Background: an optimization exercise with open tools, aiming at a short achievable clock period and few clock cycles. Do not read the settings as production practice.
Function was checked by simulation only, so behaviour that the tests miss may differ from the original.
Power is estimated from default activity; no workload was simulated.

## design/flow/run.sh

```bash
#!/bin/bash
# synth_recipe.tcl (not shown) runs the flow's synth.tcl, then flattens the netlist and writes it again
# the make line also repeats each setting of config.mk as NAME=value (left out here)
make -C /OpenROAD-flow-scripts/flow DESIGN_CONFIG=/design/flow/config.mk WORK_HOME=/design/flow/orfs CLKGATE_MAP_FILE= SYNTH_SCRIPT=/design/flow/synth_recipe.tcl finish
```

## design/flow/config.mk

```make
export PLATFORM = sky130hd
export DESIGN_NAME = abac_enc
export DESIGN_NICKNAME = abac_enc
export VERILOG_FILES = /design/flow/design.v
export SDC_FILE = /design/flow/constraint.sdc
export NUM_CORES = 4
export LEC_CHECK = 0
export CAP_MARGIN = 20
export CORE_MARGIN = 2
export CORE_UTILIZATION = 40
export PLACE_DENSITY = 0.6
export SETUP_SLACK_MARGIN = 5
export SLEW_MARGIN = 20
```

## design/flow/constraint.sdc

```tcl
create_clock -name core_clock -period 11.0 [get_ports {clk}]
set_input_delay 2.2000 -clock core_clock [delete_from_list [all_inputs] [get_ports {clk}]]
set_output_delay 2.2000 -clock core_clock [all_outputs]
set_load 0.01 [all_outputs]
```

## design/flow/design.v

```verilog
module abac_enc (
    input  wire       clk,
    input  wire       rst_n,
    input  wire       cmd_valid,
    output reg        cmd_ready,
    input  wire [2:0] cmd_op,
    input  wire [5:0] cmd_ctx,
    input  wire       cmd_sym,
    input  wire [9:0] cmd_c0,
    input  wire [9:0] cmd_c1,
    output wire       out_valid,
    input  wire       out_ready,
    output wire [7:0] out_byte,
    output reg        rsp_valid,
    output reg  [9:0] rsp_c0,
    output reg  [9:0] rsp_c1
);
    localparam [2:0] OP_ENC_INIT    = 3'd0;
    localparam [2:0] OP_ENC_SYM     = 3'd1;
    localparam [2:0] OP_ENC_FLUSH   = 3'd2;
    localparam [2:0] OP_CTX_SET     = 3'd3;
    localparam [2:0] OP_CTX_GET     = 3'd4;
    localparam [2:0] OP_CTX_HALVE   = 3'd5;
    localparam [2:0] OP_TBL_RESCALE = 3'd6;
    localparam [2:0] OP_TBL_INIT    = 3'd7;
    localparam [1:0] K_NONE  = 2'd0;
    localparam [1:0] K_SYM   = 2'd1;
    localparam [1:0] K_INIT  = 2'd2;
    localparam [1:0] K_FLUSH = 2'd3;
    integer i;
    reg stall;
    reg rs_act;          
    reg rst_q;
    always @(posedge clk)
        rst_q <= rst_n;
    localparam integer CW = 30 + 64;
    reg  [CW-1:0] cq0, cq1, cq2, cq3;
    reg  [2:0]    cq_cnt;
    wire          cq_push = cmd_valid & cmd_ready;
    wire          cq_pop  = (cq_cnt != 3'd0) & ~stall & ~rs_act;
    wire [2:0]    cq_cnt_n = cq_cnt + {2'd0, cq_push} - {2'd0, cq_pop};
    wire [2:0]    cq_wpos  = cq_cnt - {2'd0, cq_pop};
    wire [CW-1:0] cq_in    = {cmd_op, cmd_ctx, cmd_sym, cmd_c0, cmd_c1, 64'd1 << cmd_ctx};
    wire [CW-1:0] cq0_n    = (cq_push && cq_wpos == 3'd0) ? cq_in : (cq_pop ? cq1 : cq0);
    always @(posedge clk) begin
        if (!rst_n) begin
            cq_cnt    <= 3'd0;
            cmd_ready <= 1'b0;
        end else begin
            cq0 <= cq0_n;
            cq1 <= (cq_push && cq_wpos == 3'd1) ? cq_in : (cq_pop ? cq2 : cq1);
            cq2 <= (cq_push && cq_wpos == 3'd2) ? cq_in : (cq_pop ? cq3 : cq2);
            cq3 <= (cq_push && cq_wpos == 3'd3) ? cq_in : cq3;
            cq_cnt    <= cq_cnt_n;
            cmd_ready <= (cq_cnt_n != 3'd4);
        end
    end
    wire [2:0]  h_op  = cq0[93:91];
    wire        h_sym = cq0[84];
    wire [9:0]  h_c0  = cq0[83:74];
    wire [9:0]  h_c1  = cq0[73:64];
    reg  [639:0] tc0;            
    reg  [639:0] tc1;
    reg          open_c;
    reg  [63:0]  a_oh;           
    reg          pend_v;
    reg  [63:0]  pend_oh;
    reg  [9:0]   pend_c0, pend_c1;
    reg  [9:0]  tr_c0, tr_c1;
    always @(*) begin
        tr_c0 = 10'd0;
        tr_c1 = 10'd0;
        for (i = 0; i < 64; i = i + 1) begin
            tr_c0 = tr_c0 | (tc0[10*i +: 10] & {10{a_oh[i]}});
            tr_c1 = tr_c1 | (tc1[10*i +: 10] & {10{a_oh[i]}});
        end
    end
    wire        fwd   = pend_v & |(pend_oh & a_oh);
    wire [9:0]  rd_c0 = fwd ? pend_c0 : tr_c0;
    wire [9:0]  rd_c1 = fwd ? pend_c1 : tr_c1;
    wire [10:0] rd_w  = {1'b0, rd_c0} + {1'b0, rd_c1};
    wire [9:0]  hv_c0 = {1'b0, rd_c0[9:1]} + 10'd1;
    wire [9:0]  hv_c1 = {1'b0, rd_c1[9:1]} + 10'd1;
    wire [9:0]  in_c0 = rd_c0 + {9'd0, ~h_sym};
    wire [9:0]  in_c1 = rd_c1 + {9'd0,  h_sym};
    wire [9:0]  ih_c0 = {1'b0, rd_c0[9:1]} + 10'd1 + {9'd0, ~h_sym & rd_c0[0]};
    wire [9:0]  ih_c1 = {1'b0, rd_c1[9:1]} + 10'd1 + {9'd0,  h_sym & rd_c1[0]};
    wire        full  = &(rd_c0 ^ rd_c1);
    wire [5:0]  lo_w  = {1'b0, rd_c0[4:0]} + {1'b0, rd_c1[4:0]};
    wire        big_w = (rd_c0 > 10'd16) | (rd_c1 > 10'd16) | (lo_w > 6'd16);
    reg  [9:0]  wr_c0, wr_c1;
    reg         wr_en;
    always @(*) begin
        wr_c0 = hv_c0;
        wr_c1 = hv_c1;
        wr_en = 1'b0;
        if (rs_act) begin
            wr_en = big_w;
        end else if (cq_pop) begin
            case (h_op)
            OP_CTX_SET: begin
                wr_c0 = h_c0;
                wr_c1 = h_c1;
                wr_en = 1'b1;
            end
            OP_CTX_HALVE: begin
                wr_en = 1'b1;
            end
            OP_ENC_SYM: begin
                wr_c0 = full ? ih_c0 : in_c0;
                wr_c1 = full ? ih_c1 : in_c1;
                wr_en = open_c;
            end
            default: ;
            endcase
        end
    end
    wire        tbl_init = cq_pop && (h_op == OP_TBL_INIT);
    wire        rs_start = cq_pop && (h_op == OP_TBL_RESCALE);
    wire        rs_act_n = rs_start | (rs_act & ~a_oh[63]);
    always @(posedge clk) begin
        for (i = 0; i < 64; i = i + 1) begin
            if (!rst_q || tbl_init) begin
                tc0[10*i +: 10] <= 10'd1;
                tc1[10*i +: 10] <= 10'd1;
            end else if (pend_v && pend_oh[i]) begin
                tc0[10*i +: 10] <= pend_c0;
                tc1[10*i +: 10] <= pend_c1;
            end
        end
        pend_oh <= a_oh;
        pend_c0 <= wr_c0;
        pend_c1 <= wr_c1;
        a_oh    <= rs_start ? 64'd1 : (rs_act_n ? {a_oh[62:0], 1'b0} : cq0_n[63:0]);
    end
    reg  [1:0]  c_kind;
    reg         c_sym;
    reg  [9:0]  c_c0;
    reg  [9:0]  c_c1;
    reg  [9:0]  c_w;
    always @(posedge clk) begin
        if (!rst_n) begin
            open_c    <= 1'b0;
            rs_act    <= 1'b0;
            pend_v    <= 1'b0;
            c_kind    <= K_NONE;
            rsp_valid <= 1'b0;
        end else begin
            rsp_valid <= 1'b0;
            pend_v    <= wr_en && !tbl_init;
            rs_act    <= rs_act_n;
            if (!stall) begin
                c_kind <= K_NONE;
                c_sym  <= h_sym;
                c_c0   <= rd_c0;
                c_c1   <= rd_c1;
                c_w    <= rd_w[9:0];
            end
            if (cq_pop) begin
                case (h_op)
                OP_ENC_INIT: begin
                    open_c <= 1'b1;
                    c_kind <= K_INIT;
                end
                OP_ENC_SYM: begin
                    if (open_c)
                        c_kind <= K_SYM;
                end
                OP_ENC_FLUSH: begin
                    if (open_c) begin
                        open_c <= 1'b0;
                        c_kind <= K_FLUSH;
                    end
                end
                OP_CTX_GET: begin
                    rsp_valid <= 1'b1;
                    rsp_c0    <= rd_c0;
                    rsp_c1    <= rd_c1;
                end
                default: ;
                endcase
            end
        end
    end
    localparam integer NDIG = 13;        
    localparam integer DPS  = 1;         
    localparam integer NDST = (NDIG + DPS - 1) / DPS;
    reg  [1:0]  v_kind;
    reg         v_sym;
    reg  [9:0]  v_w;
    reg  [11:0] v_w3;
    reg  [9:0]  v_l;
    reg  [9:0]  v_rem;
    always @(posedge clk) begin
        if (!rst_n) begin
            v_kind <= K_NONE;
        end else if (!stall) begin
            v_kind <= c_kind;
            v_sym  <= c_sym;
            v_w    <= c_w;
            v_w3   <= {2'd0, c_w} + {1'b0, c_w, 1'b0};
            v_l    <= c_sym ? 10'd0 : c_w - 10'd1;
            v_rem  <= c_sym ? c_c1 : c_c0;
        end
    end
    wire [2*(NDST+1)-1:0]  dk_v;
    wire [NDST:0]          ds_v;
    wire [10*(NDST+1)-1:0] dw_v;
    wire [12*(NDST+1)-1:0] d3_v;
    wire [10*(NDST+1)-1:0] dl_v;
    wire [10*(NDST+1)-1:0] dr_v;
    wire [26*(NDST+1)-1:0] dq_v;
    assign dk_v[1:0]  = v_kind;
    assign ds_v[0]    = v_sym;
    assign dw_v[9:0]  = v_w;
    assign d3_v[11:0] = v_w3;
    assign dl_v[9:0]  = v_l;
    assign dr_v[9:0]  = v_rem;
    assign dq_v[25:0] = 26'd0;
    genvar gs;
    generate
        for (gs = 0; gs < NDST; gs = gs + 1) begin : g_div
            wire [9:0]  w_in  = dw_v[10*gs +: 10];
            wire [11:0] w3_in = d3_v[12*gs +: 12];
            wire [9:0]  l_in  = dl_v[10*gs +: 10];
            reg  [9:0]  rem;
            reg  [25:0] q;
            reg  [11:0] t;
            reg  [12:0] e1, e2, e3;
            integer     k, bitn;
            always @(*) begin
                rem = dr_v[10*gs +: 10];
                q   = dq_v[26*gs +: 26];
                t   = 12'd0;
                e1  = 13'd0;
                e2  = 13'd0;
                e3  = 13'd0;
                for (k = 0; k < DPS; k = k + 1) begin
                    bitn = 25 - 2 * (gs * DPS + k);
                    if (bitn >= 1) begin
                        t  = {rem, (bitn < 10) ? l_in[bitn % 10] : 1'b0,
                                   (bitn - 1 < 10) ? l_in[(bitn - 1) % 10] : 1'b0};
                        e1 = {1'b0, t} - {3'b000, w_in};
                        e2 = {1'b0, t} - {2'b00, w_in, 1'b0};
                        e3 = {1'b0, t} - {1'b0, w3_in};
                        if (!e3[12]) begin
                            rem = e3[9:0];
                            q   = {q[23:0], 2'd3};
                        end else if (!e2[12]) begin
                            rem = e2[9:0];
                            q   = {q[23:0], 2'd2};
                        end else if (!e1[12]) begin
                            rem = e1[9:0];
                            q   = {q[23:0], 2'd1};
                        end else begin
                            rem = t[9:0];
                            q   = {q[23:0], 2'd0};
                        end
                    end
                end
            end
            reg  [1:0]  r_kind;
            reg         r_sym;
            reg  [9:0]  r_w, r_l, r_rem;
            reg  [11:0] r_w3;
            reg  [25:0] r_q;
            always @(posedge clk) begin
                if (!rst_n) begin
                    r_kind <= K_NONE;
                end else if (!stall) begin
                    r_kind <= dk_v[2*gs +: 2];
                    r_sym  <= ds_v[gs];
                    r_w    <= w_in;
                    r_w3   <= w3_in;
                    r_l    <= l_in;
                    r_rem  <= rem;
                    r_q    <= q;
                end
            end
            assign dk_v[2*(gs+1) +: 2]   = r_kind;
            assign ds_v[gs+1]            = r_sym;
            assign dw_v[10*(gs+1) +: 10] = r_w;
            assign d3_v[12*(gs+1) +: 12] = r_w3;
            assign dl_v[10*(gs+1) +: 10] = r_l;
            assign dr_v[10*(gs+1) +: 10] = r_rem;
            assign dq_v[26*(gs+1) +: 26] = r_q;
        end
    endgenerate
    wire [25:0] dv_b    = dq_v[26*NDST +: 26];
    wire [1:0]  dv_kind = dk_v[2*NDST +: 2];
    wire        dv_sym  = ds_v[NDST];
    reg  [1:0]   p_kind;
    reg          p_sym;
    reg  [25:0]  p_b;
    reg  [25:0]  p_bm;           
    reg  [209:0] p_odd;          
    always @(posedge clk) begin
        if (!rst_n) begin
            p_kind <= K_NONE;
        end else if (!stall) begin
            p_kind <= dv_kind;
            p_sym  <= dv_sym;
            p_b    <= dv_b;
            p_bm   <= dv_b - {25'd0, dv_sym};
            for (i = 0; i < 7; i = i + 1)
                p_odd[30*i +: 30] <= dv_b * (2 * i + 3);
        end
    end
    wire [29:0] pb1 = {4'd0, p_b};
    function [29:0] mulb;
        input [4:0] d;
        begin
            case (d)
            5'd0:  mulb = 30'd0;
            5'd1:  mulb = pb1;
            5'd2:  mulb = pb1 << 1;
            5'd3:  mulb = p_odd[0 +: 30];
            5'd4:  mulb = pb1 << 2;
            5'd5:  mulb = p_odd[30 +: 30];
            5'd6:  mulb = p_odd[0 +: 30] << 1;
            5'd7:  mulb = p_odd[60 +: 30];
            5'd8:  mulb = pb1 << 3;
            5'd9:  mulb = p_odd[90 +: 30];
            5'd10: mulb = p_odd[30 +: 30] << 1;
            5'd11: mulb = p_odd[120 +: 30];
            5'd12: mulb = p_odd[0 +: 30] << 2;
            5'd13: mulb = p_odd[150 +: 30];
            5'd14: mulb = p_odd[60 +: 30] << 1;
            5'd15: mulb = p_odd[180 +: 30];
            default: mulb = pb1 << 4;
            endcase
        end
    endfunction
    reg  [1:0]   m_kind;
    reg          m_sym;
    reg  [509:0] mt;             
    reg  [495:0] mt0;            
    wire         inc_next = (m_kind == K_SYM) & m_sym;
    reg  [30:0]  tk [0:16];      
    integer      md;
    always @(*) begin
        tk[0] = {31{p_sym}};
        for (md = 1; md <= 16; md = md + 1)
            tk[md] = {1'b0, mulb(md - 1)} + {5'd0, p_bm};
    end
    always @(posedge clk) begin
        if (!rst_n) begin
            m_kind <= K_NONE;
        end else if (!stall) begin
            m_kind <= p_kind;
            m_sym  <= p_sym;
            for (md = 0; md <= 16; md = md + 1)
                mt[30*md +: 30] <= mulb(md);
            for (md = 0; md < 16; md = md + 1)
                mt0[31*md +: 31] <= inc_next ? tk[md + 1] : tk[md];
        end
    end
    reg  [15:0] e_r;
    reg         es_r;
    reg  [16:0] nr_r;
    reg  [15:0] oh0_r, oh1_r, oh2_r, oh3_r;      
    reg  [15:0] ufl_r;
    reg         pe_r;
    reg  [3:0]  pn_r, pm_r;
    wire [3:0]  pu    = pn_r - pm_r;
    wire [15:0] ufl_c = pe_r ? {12'd0, pu} : (ufl_r + {12'd0, pu});
    wire [15:0] lo_d = es_r ? (e_r - nr_r[15:0]) : e_r;
    wire [15:0] hi_d = es_r ? e_r : (e_r + nr_r[15:0] - 16'd1);
    wire [15:0] dif = lo_d ^ hi_d;
    wire [15:0] und = lo_d & ~hi_d;
    reg  [15:0] pre;                     
    reg  [14:0] yv;
    reg  [12:0] noh;                     
    reg  [3:0]  nsh;                     
    reg  [3:0]  esh;                     
    reg         fnd, fnd2;
    integer     j;
    always @(*) begin
        pre[15] = dif[15];
        for (j = 14; j >= 0; j = j - 1)
            pre[j] = pre[j+1] | dif[j];
        for (j = 0; j < 15; j = j + 1)
            yv[j] = pre[j+1] & ~und[j];
        nsh = 4'd0;
        noh = 13'd0;
        fnd = 1'b0;
        for (j = 14; j >= 2; j = j - 1) begin
            if (!fnd && yv[j]) begin
                nsh = 14 - j;
                noh[14-j] = 1'b1;
                fnd = 1'b1;
            end
        end
        esh = 4'd0;
        fnd2 = 1'b0;
        for (j = 15; j >= 3; j = j - 1) begin
            if (!fnd2 && dif[j]) begin
                esh = 15 - j;
                fnd2 = 1'b1;
            end
        end
    end
    wire [3:0]  ush  = nsh - esh;        
    wire        emit = (esh != 4'd0);
    wire [15:0] lo_n  = {1'b0, lo_d[14:0] << nsh};
    wire [15:0] hi_n  = {1'b1, ~((~hi_d[14:0]) << nsh)};
    wire [16:0] nr_n  = (nr_r + {16'd0, es_r}) << nsh;
    reg  [30:0] s0;
    reg  [29:0] s1, s2, s3;
    integer     dd;
    always @(*) begin
        s0 = 31'd0;
        s1 = 30'd0;
        s2 = 30'd0;
        s3 = mt[480 +: 30] & {30{nr_r[16]}};
        for (dd = 0; dd < 16; dd = dd + 1) begin
            s0 = s0 | (mt0[31*dd +: 31] & {31{oh0_r[dd]}});
            s1 = s1 | (mt[30*dd +: 30]  & {30{oh1_r[dd]}});
            s2 = s2 | (mt[30*dd +: 30]  & {30{oh2_r[dd]}});
            s3 = s3 | (mt[30*dd +: 30]  & {30{oh3_r[dd]}});
        end
    end
    localparam integer TW = 44;
    wire [TW-1:0] r0 = {{13{s0[30]}}, s0};
    wire [TW-1:0] r1 = {10'd0, s1, 4'd0};
    wire [TW-1:0] r2 = {6'd0,  s2, 8'd0};
    wire [TW-1:0] r3 = {2'd0,  s3, 12'd0};
    function [2*TW-1:0] csa;
        input [TW-1:0] a, b, c;
        reg   [TW-1:0] s, cy;
        begin
            s   = a ^ b ^ c;
            cy  = (a & b) | (a & c) | (b & c);
            csa = {cy[TW-2:0], 1'b0, s};
        end
    endfunction
    wire [2*TW-1:0] c1 = csa(r0, r1, r2);
    wire [2*TW-1:0] c2 = csa(c1[TW-1:0], c1[2*TW-1:TW], r3);
    wire [TW-1:0]   sum = c2[TW-1:0] + c2[2*TW-1:TW];
    wire        k_sym  = (m_kind == K_SYM);
    wire        k_init = (m_kind == K_INIT);
    wire        k_oth  = !k_sym && !k_init;
    reg  [16:0] nr_d;
    integer     w;
    always @(*) begin
        nr_d = {k_init, 16'd0} | (nr_n & {17{k_oth}});
        for (w = 0; w <= 12; w = w + 1)
            nr_d[15:0] = nr_d[15:0] | (sum[26-w +: 16] & {16{noh[w] & k_sym}});
    end
    always @(posedge clk) begin
        if (!rst_n) begin
            e_r   <= 16'h0000;
            es_r  <= 1'b0;
            nr_r  <= 17'h10000;
            oh0_r <= 16'd1;
            oh1_r <= 16'd1;
            oh2_r <= 16'd1;
            oh3_r <= 16'd1;
            ufl_r <= 16'd0;
            pe_r  <= 1'b1;
            pn_r  <= 4'd0;
            pm_r  <= 4'd0;
        end else if (!stall) begin
            case (m_kind)
            K_INIT: begin
                e_r   <= 16'h0000;
                es_r  <= 1'b0;
            end
            K_SYM: begin
                e_r   <= m_sym ? hi_n : lo_n;
                es_r  <= m_sym;
            end
            default: begin
                e_r   <= lo_n;
                es_r  <= 1'b0;
            end
            endcase
            nr_r  <= nr_d;
            oh0_r <= 16'd1 << nr_d[3:0];
            oh1_r <= 16'd1 << nr_d[7:4];
            oh2_r <= 16'd1 << nr_d[11:8];
            oh3_r <= 16'd1 << nr_d[15:12];
            if (m_kind == K_INIT || m_kind == K_FLUSH) begin
                ufl_r <= 16'd0;
                pe_r  <= 1'b1;
                pn_r  <= 4'd0;
                pm_r  <= 4'd0;
            end else begin
                ufl_r <= ufl_c;
                pe_r  <= emit;
                pn_r  <= nsh;
                pm_r  <= esh;
            end
        end
    end
    localparam integer DW = 33;
    reg          pd1_v;
    reg          pd1_first;
    reg  [15:0]  pd1_cnt;
    reg  [10:0]  pd1_tail;
    reg  [3:0]   pd1_esh;
    reg          pd2_v;
    reg          pd2_first;
    reg  [15:0]  pd2_ufl;
    reg          pd2_emit;
    reg  [3:0]   pd2_n, pd2_e;
    always @(posedge clk) begin
        if (!rst_n) begin
            pd1_v <= 1'b0;
            pd2_v <= 1'b0;
        end else begin
            pd1_v     <= !stall && emit;
            pd1_first <= hi_d[15];
            pd1_cnt   <= ufl_c;
            pd1_tail  <= hi_d[14:4];
            pd1_esh   <= esh;
            pd2_v     <= !stall && (m_kind == K_FLUSH);
            pd2_first <= lo_n[14];
            pd2_ufl   <= ufl_c;
            pd2_emit  <= emit;
            pd2_n     <= nsh;
            pd2_e     <= esh;
        end
    end
    wire [3:0]    pd2_u   = pd2_n - pd2_e;
    wire [15:0]   pd2_cnt = (pd2_emit ? {12'd0, pd2_u} : (pd2_ufl + {12'd0, pd2_u})) + 16'd1;
    wire [DW-1:0] e_desc1 = {pd1_first, pd1_cnt, pd1_tail, pd1_esh - 4'd1, 1'b0};
    wire [DW-1:0] e_desc2 = {pd2_first, pd2_cnt, 11'd0, 4'd0, 1'b1};
    reg [DW-1:0] dq [0:7];
    reg [2:0]    dq_wp, dq_rp;
    reg [3:0]    dq_cnt;
    reg          s_valid;
    reg          s_fp;           
    reg          s_first;
    reg  [15:0]  s_cnt;          
    reg  [10:0]  s_tail;
    reg  [3:0]   s_tlen;
    reg          s_pad;
    reg          k_valid;
    reg  [27:0]  k_chunk;        
    reg  [4:0]   k_len;
    reg          k_pad;          
    reg  [63:0]  acc;            
    reg  [6:0]   alen;
    reg  [7:0]   bq [0:3];
    reg  [1:0]   bq_wp, bq_rp;
    reg  [2:0]   bq_cnt;
    wire         s_last = (s_cnt <= 16'd16);
    wire [4:0]   s_k    = s_last ? s_cnt[4:0] : 5'd16;
    wire [4:0]   s_clen = {4'd0, s_fp} + s_k + (s_last ? {1'b0, s_tlen} : 5'd0);
    wire [10:0]  tlmask = ~(11'h7FF >> s_tlen);
    wire [27:0]  ch_first = {s_fp & s_first, 27'd0};
    wire [27:0]  ch_comp  = s_first ? 28'd0 : ((~(28'hFFFFFFF >> s_k)) >> s_fp);
    wire [27:0]  ch_tail  = s_last ? ({s_tail & tlmask, 17'd0} >> ({4'd0, s_fp} + s_k)) : 28'd0;
    wire [27:0]  chunk    = ch_first | ch_comp | ch_tail;
    wire         b_pop  = (alen >= 7'd8) && (bq_cnt != 3'd4);
    wire [63:0]  acc1   = b_pop ? {acc[55:0], 8'd0} : acc;
    wire [6:0]   alen1  = b_pop ? alen - 7'd8 : alen;
    wire         do_app = k_valid && (alen1 <= 7'd36);
    wire [63:0]  acc2   = do_app ? (acc1 | ({k_chunk, 36'd0} >> alen1)) : acc1;
    wire [6:0]   alen2a = alen1 + {2'd0, k_len};
    wire [6:0]   alen2  = !do_app ? alen1 :
                          k_pad ? ((alen2a + 7'd7) & 7'h78) : alen2a;
    wire         k_free = !k_valid || do_app;
    wire         s_adv  = s_valid && k_free;
    wire         s_done = s_adv && s_last;
    wire         s_take = (!s_valid || s_done) && (dq_cnt != 4'd0);
    wire [DW-1:0] dqh   = dq[dq_rp];
    wire [3:0]   dq_cnt_n = dq_cnt + {3'd0, pd1_v} + {3'd0, pd2_v} - {3'd0, s_take};
    wire         b_out  = (bq_cnt != 3'd0) && out_ready;
    assign out_valid = (bq_cnt != 3'd0);
    assign out_byte  = bq[bq_rp];
    always @(posedge clk) begin
        if (!rst_n) begin
            dq_wp   <= 3'd0;
            dq_rp   <= 3'd0;
            dq_cnt  <= 4'd0;
            stall   <= 1'b0;
            s_valid <= 1'b0;
            k_valid <= 1'b0;
            acc     <= 64'd0;
            alen    <= 7'd0;
            bq_wp   <= 2'd0;
            bq_rp   <= 2'd0;
            bq_cnt  <= 3'd0;
        end else begin
            if (pd1_v && pd2_v) begin
                dq[dq_wp]        <= e_desc1;
                dq[dq_wp + 3'd1] <= e_desc2;
                dq_wp            <= dq_wp + 3'd2;
            end else if (pd1_v || pd2_v) begin
                dq[dq_wp] <= pd1_v ? e_desc1 : e_desc2;
                dq_wp     <= dq_wp + 3'd1;
            end
            if (s_take)
                dq_rp <= dq_rp + 3'd1;
            dq_cnt <= dq_cnt_n;
            stall  <= (dq_cnt_n >= 4'd4);
            if (s_take) begin
                s_valid <= 1'b1;
                s_fp    <= 1'b1;
                {s_first, s_cnt, s_tail, s_tlen, s_pad} <= dqh;
            end else if (s_done) begin
                s_valid <= 1'b0;
            end else if (s_adv) begin
                s_fp  <= 1'b0;
                s_cnt <= s_cnt - 16'd16;
            end
            if (s_adv) begin
                k_valid <= 1'b1;
                k_chunk <= chunk;
                k_len   <= s_clen;
                k_pad   <= s_last && s_pad;
            end else if (do_app) begin
                k_valid <= 1'b0;
            end
            acc  <= acc2;
            alen <= alen2;
            if (b_pop) begin
                bq[bq_wp] <= acc[63:56];
                bq_wp     <= bq_wp + 2'd1;
            end
            if (b_out)
                bq_rp <= bq_rp + 2'd1;
            bq_cnt <= bq_cnt + {2'd0, b_pop} - {2'd0, b_out};
        end
    end
endmodule
```

==> implementation parameters <==
Parameter                              Value

CTS
  Source-to-sink clock delay at the later pin of the worst-skew pair    1140 ps
  Worst-path clk slew    60 ps
  H-tree levels    5
  Buffer cell driving the clock tree root    sky130_fd_sc_hd__clkbuf_16
  TritonCTS clock tree    yes
  Cts-stage hold buffer count    0
  TritonCTS buffer count    442
  Maximum number of buffers from clock root to sink    4
  Number of sinks handled by clock tree synthesis    4073

Power
  Leakage dissipation    93.0 nW
  Sw Share    46.6%
  Power per unit of standard cell area    400 nW/µm²
  Sequential cell fraction of total power    25.9%
  Final Power    0.0986 W
  Internal Dissipation    0.0526 W
  Comb pwr share    58.0%
  Worst supply voltage drop on vdd    1.37 mV
  Clk network pwr share    16.1%
  Switching component of the power    0.0460 W

Yosys
  Post-synthesis sequential element count    4073
  Cell area after technology mapping    217000 µm²
  Leading area contributor after synthesis    sky130_fd_sc_hd__edfxtp_1
  Top FF cell, synth    sky130_fd_sc_hd__edfxtp_1
  Largest cells by area after synthesis    sky130_fd_sc_hd__edfxtp_1 (31%), sky130_fd_sc_hd__dfxtp_1 (17%), sky130_fd_sc_hd__nand2_1 (7.4%)
  Syn Area/Cell    9.62 µm²
  Library cells used by synthesis    117
  Share of flip-flops with an asynchronous set or reset after synthesis    0%
  Instance count of the mapped netlist    22545
  Sequential area share after synthesis    48.0%
  Number of warnings reported in the yosys synthesis log    2
  Post-synth EDFFs    2257
  Top-area cell type share of the netlist area    31.3%
  Post-Synthesis Net Count    23984

Routing
  Final ANT Viol Nets    0
  Routed via count divided by cell count    6.15
  DRC violations left    0
  Average detailed-routed wire length per instance    28.3 µm
  Number of design-rule violations left by the first detailed-router iteration    27828
  Detailed-router iteration count before antenna repair    11
  Total routed wirelength    848 mm
  Vias after detailed routing    184042

Cells and area
  Number of inserted filler cells in the final layout    50403
  Layout Area Growth over Synthesis    13.5%
  Highest-count cells in the layout ignoring fill and taps    sky130_fd_sc_hd__nand2_1 (4209), sky130_fd_sc_hd__edfxtp_1 (2257), sky130_fd_sc_hd__a21oi_1 (1832)
  Ratio of cells with drive above 1 in the final layout    10.5%
  Final layout net count    23745
  Final Instance Count excl. Fillers    29937
  Most common cell after layout, fill and taps aside    sky130_fd_sc_hd__nand2_1

Floorplan
  Core Rows    270
  Height of the die    740 µm
  Overall die area    548000 µm²
  Placeable core region    540000 µm²
  Effective utilization at floorplan    40.1%
  Horizontal die dimension    740 µm
  Ports placed on the boundary    65

STA
  Setup total negative slack    0 ps
  Hold Violations, Final    0
  Unrepaired setup endpoints after global routing    yes
  Period utilisation layout    60.6%
  Final max-slew violation count    0
  Highest attainable clock frequency    0.150 GHz
  Actual slew at the worst max-slew pin    1400 ps
  Shortest clock period the worst path allows after layout    6660 ps
  Number of setup violations in the final report    0
  Worst setup skew after layout    197 ps
  Max transition margin    6.50%

Global routing
  Antenna violations before repair    64
  First-pass GRT wire length    1210 mm
  Overall routing resource usage    29.6%
  Via count of the first global-routing pass    170298
  Maximum number of pins on one net before global-route repair    224
  Overflow after GRT    0

Place
  HPWL after DPL    545 mm
  Placer congestion estimate    0.990
  Total placed cells including tap cells    28804
  Port Buffer Count    64

Setup path
  Sort of element at the end of the critical path    flip-flop
  Worst Path Required    11870 ps
  Crit path launch type    flip-flop
  Data arrival time at the worst-slack endpoint    7540 ps
  Critical Path Fanout Max    17
  Setup CP Type    flip-flop to flip-flop

Job
  Max-cap violation count    0

Worst hold path
  Min-Delay Path Class    flip-flop to flip-flop

Outcome
  Run status    complete, no violations
flip-flops by register name, summed over array words and instances (netlist names), 26 cells and up, named ones only:
| signal | cells |
|---|---|
| a_oh | 64 |
| acc | 64 |
| bq | 32 |
| cq0 | 88 |
| cq1 | 88 |
| cq2 | 88 |
| cq3 | 88 |
| dq | 264 |
| dq_v | 132 |
| g_div.r_kind | 26 |
| g_div.r_l | 94 |
| g_div.r_q | 26 |
| g_div.r_rem | 120 |
| g_div.r_w | 109 |
| g_div.r_w3 | 143 |
| k_chunk | 28 |
| mt | 215 |
| mt0 | 413 |
| p_b | 26 |
| p_bm | 26 |
| p_odd | 189 |
| pend_oh | 64 |
| tc0 | 640 |
| tc1 | 640 |
critical path, stage by stage (launching register included):
cell                       delay [ps]
sky130_fd_sc_hd__dfxtp_4          440
sky130_fd_sc_hd__buf_6            230
sky130_fd_sc_hd__a22oi_1          220
sky130_fd_sc_hd__nand4_1          190
sky130_fd_sc_hd__nor2_4           300
sky130_fd_sc_hd__fa_1             460
sky130_fd_sc_hd__inv_1             80
sky130_fd_sc_hd__fa_1             450
sky130_fd_sc_hd__ha_4             190
sky130_fd_sc_hd__or3_4            390
sky130_fd_sc_hd__a211oi_4         190
sky130_fd_sc_hd__nor2b_4          280
sky130_fd_sc_hd__nor3_4            70
sky130_fd_sc_hd__a21boi_2         150
sky130_fd_sc_hd__o211ai_1         140
sky130_fd_sc_hd__a221o_1          380
sky130_fd_sc_hd__xnor2_2          190
sky130_fd_sc_hd__buf_4            170
sky130_fd_sc_hd__o221ai_2          80
sky130_fd_sc_hd__or4_4            510
sky130_fd_sc_hd__or3_1            320
sky130_fd_sc_hd__o41a_1           390
sky130_fd_sc_hd__or3b_4           420
sky130_fd_sc_hd__o31ai_2          230
power groups by stage:
stage | registers (W) | logic [W] | clock network, W
floorplan | 0.0235 | 0.0316 | 0
global placement | 0.0257 | 0.0460 | 0
detailed placement | 0.0257 | 0.0464 | 0
CTS | 0.0254 | 0.0532 | 0.0159
global route | 0.0258 | 0.0607 | 0.0165
finish | 0.0256 | 0.0572 | 0.0158
cell usage after synthesis, types with 226 or more instances:
master,instances
sky130_fd_sc_hd__xor2_1,270
sky130_fd_sc_hd__ha_1,1194
sky130_fd_sc_hd__nor3_1,226
sky130_fd_sc_hd__dfxtp_1,1816
sky130_fd_sc_hd__a22o_1,599
sky130_fd_sc_hd__a221oi_1,492
sky130_fd_sc_hd__xnor2_1,616
sky130_fd_sc_hd__clkbuf_1,1263
sky130_fd_sc_hd__a21oi_1,1876
sky130_fd_sc_hd__o21ai_0,1093
sky130_fd_sc_hd__a22oi_1,452
sky130_fd_sc_hd__mux2i_1,243
sky130_fd_sc_hd__nand2_1,4291
sky130_fd_sc_hd__a21o_1,269
sky130_fd_sc_hd__nor2_1,1076
sky130_fd_sc_hd__inv_1,1015
sky130_fd_sc_hd__nand3_1,557
sky130_fd_sc_hd__edfxtp_1,2257
cell type report:
cell class | instances | area [µm²] | share of cell area [%]
inverter | 1026 | 3930 | 1.59
tap | 7208 | 9020 | 3.66
clock buffer | 606 | 12700 | 5.16
timing repair buffer | 744 | 6650 | 2.70
sequential | 4073 | 104000 | 42.4
antenna | 46 | 115 | 0.0468
timing repair inverter | 1 | 8.76 | 0.00356
multi-input combinational | 16018 | 107000 | 43.4
clock inverter | 215 | 2630 | 1.07
through the flow:
stage               cell area, µm²  setup slack [ps]  util [%]  hold slack (ps)
floorplan                   217000              3240         -              374
detailed placement          225000              2510      41.6              398
finish                      246000              4340      45.6              318
global placement            225000              2440      41.6              393
CTS                         244000              4350      45.2              374
global route                246000              4160      45.5              396
kinds of logic (layout without fill, tap and decap cells):
| family | Yosys count | count (layout) | share of synthesized area, % |
|---|---|---|---|
| AND/OR/NAND/NOR | 7311 | 7312 | 14.6 |
| flip-flops | 4073 | 4073 | 48.0 |
| multiplexers | 463 | 463 | 2.68 |
| adder cells (fa/ha/maj) | 1405 | 1405 | 8.84 |
| other | 0 | 46 | 0 |
| buffers and inverters | 2455 | 2592 | 4.28 |
| AO/OA/AOI/OAI | 5952 | 5952 | 18.0 |
| XOR/XNOR | 886 | 886 | 3.58 |
layer usage:
metal | track usage (%) | part of all wire [%]
met3 | 9.21 | 12
met1 | 39.1 | 39
met4 | 16.0 | 6.7
met2 | 43.0 | 41
met5 | 0.507 | 0.041
repair_timing:
action,in CTS,in global routing
cloned,11,1
resized for setup,550,255
setup buffers,178,70
pin swaps,132,123
setup endpoints to repair,217,161
path summary, 6_finish.rpt:
check                     startpoint                 end  slack, ps  cells after the start
setup / recovery           oh0_r[13]            oh2_r[2]       4340                     23
hold / removal    g_div[1].r_kind[1]  g_div[2].r_kind[1]        320                      2
setup reg to reg           oh0_r[13]            oh2_r[2]       4340                     23
hold reg to reg   g_div[1].r_kind[1]  g_div[2].r_kind[1]        320                      2
Testbench counts, summed over its fixed seeds: cycles 16,862.

## port drivers added, routing unchanged
The flow's constraints put no driver on any port. The routed layout listed below was extracted and timed again, unchanged, in two steps.
Step 1: set_driving_cell puts a clkbuf_16 on clk and a buf_2 on each other input, an assumption about the parent block.
Step 2, shift: input delay + t, output delay - t, t = (earliest + latest rising clock arrival at the registers) / 2. This alone moves slack from input paths to output paths.
Slacks: ideal / step 1 / step 2; pairs: ideal / step 1.
t, ns: 1.146
slack for setup (ns): 4.336 / 4.336 / 4.336
worst setup path after step 2: register to register
latest minus earliest clock arrival (ns): 0.221 / 0.222
worst data-port slew with drivers (ns): 0.10
After both steps setup and hold are still met in this run. For this run, drivers alone change the setup slack by 0.000 ns; drivers and shift together by 0.000 ns.
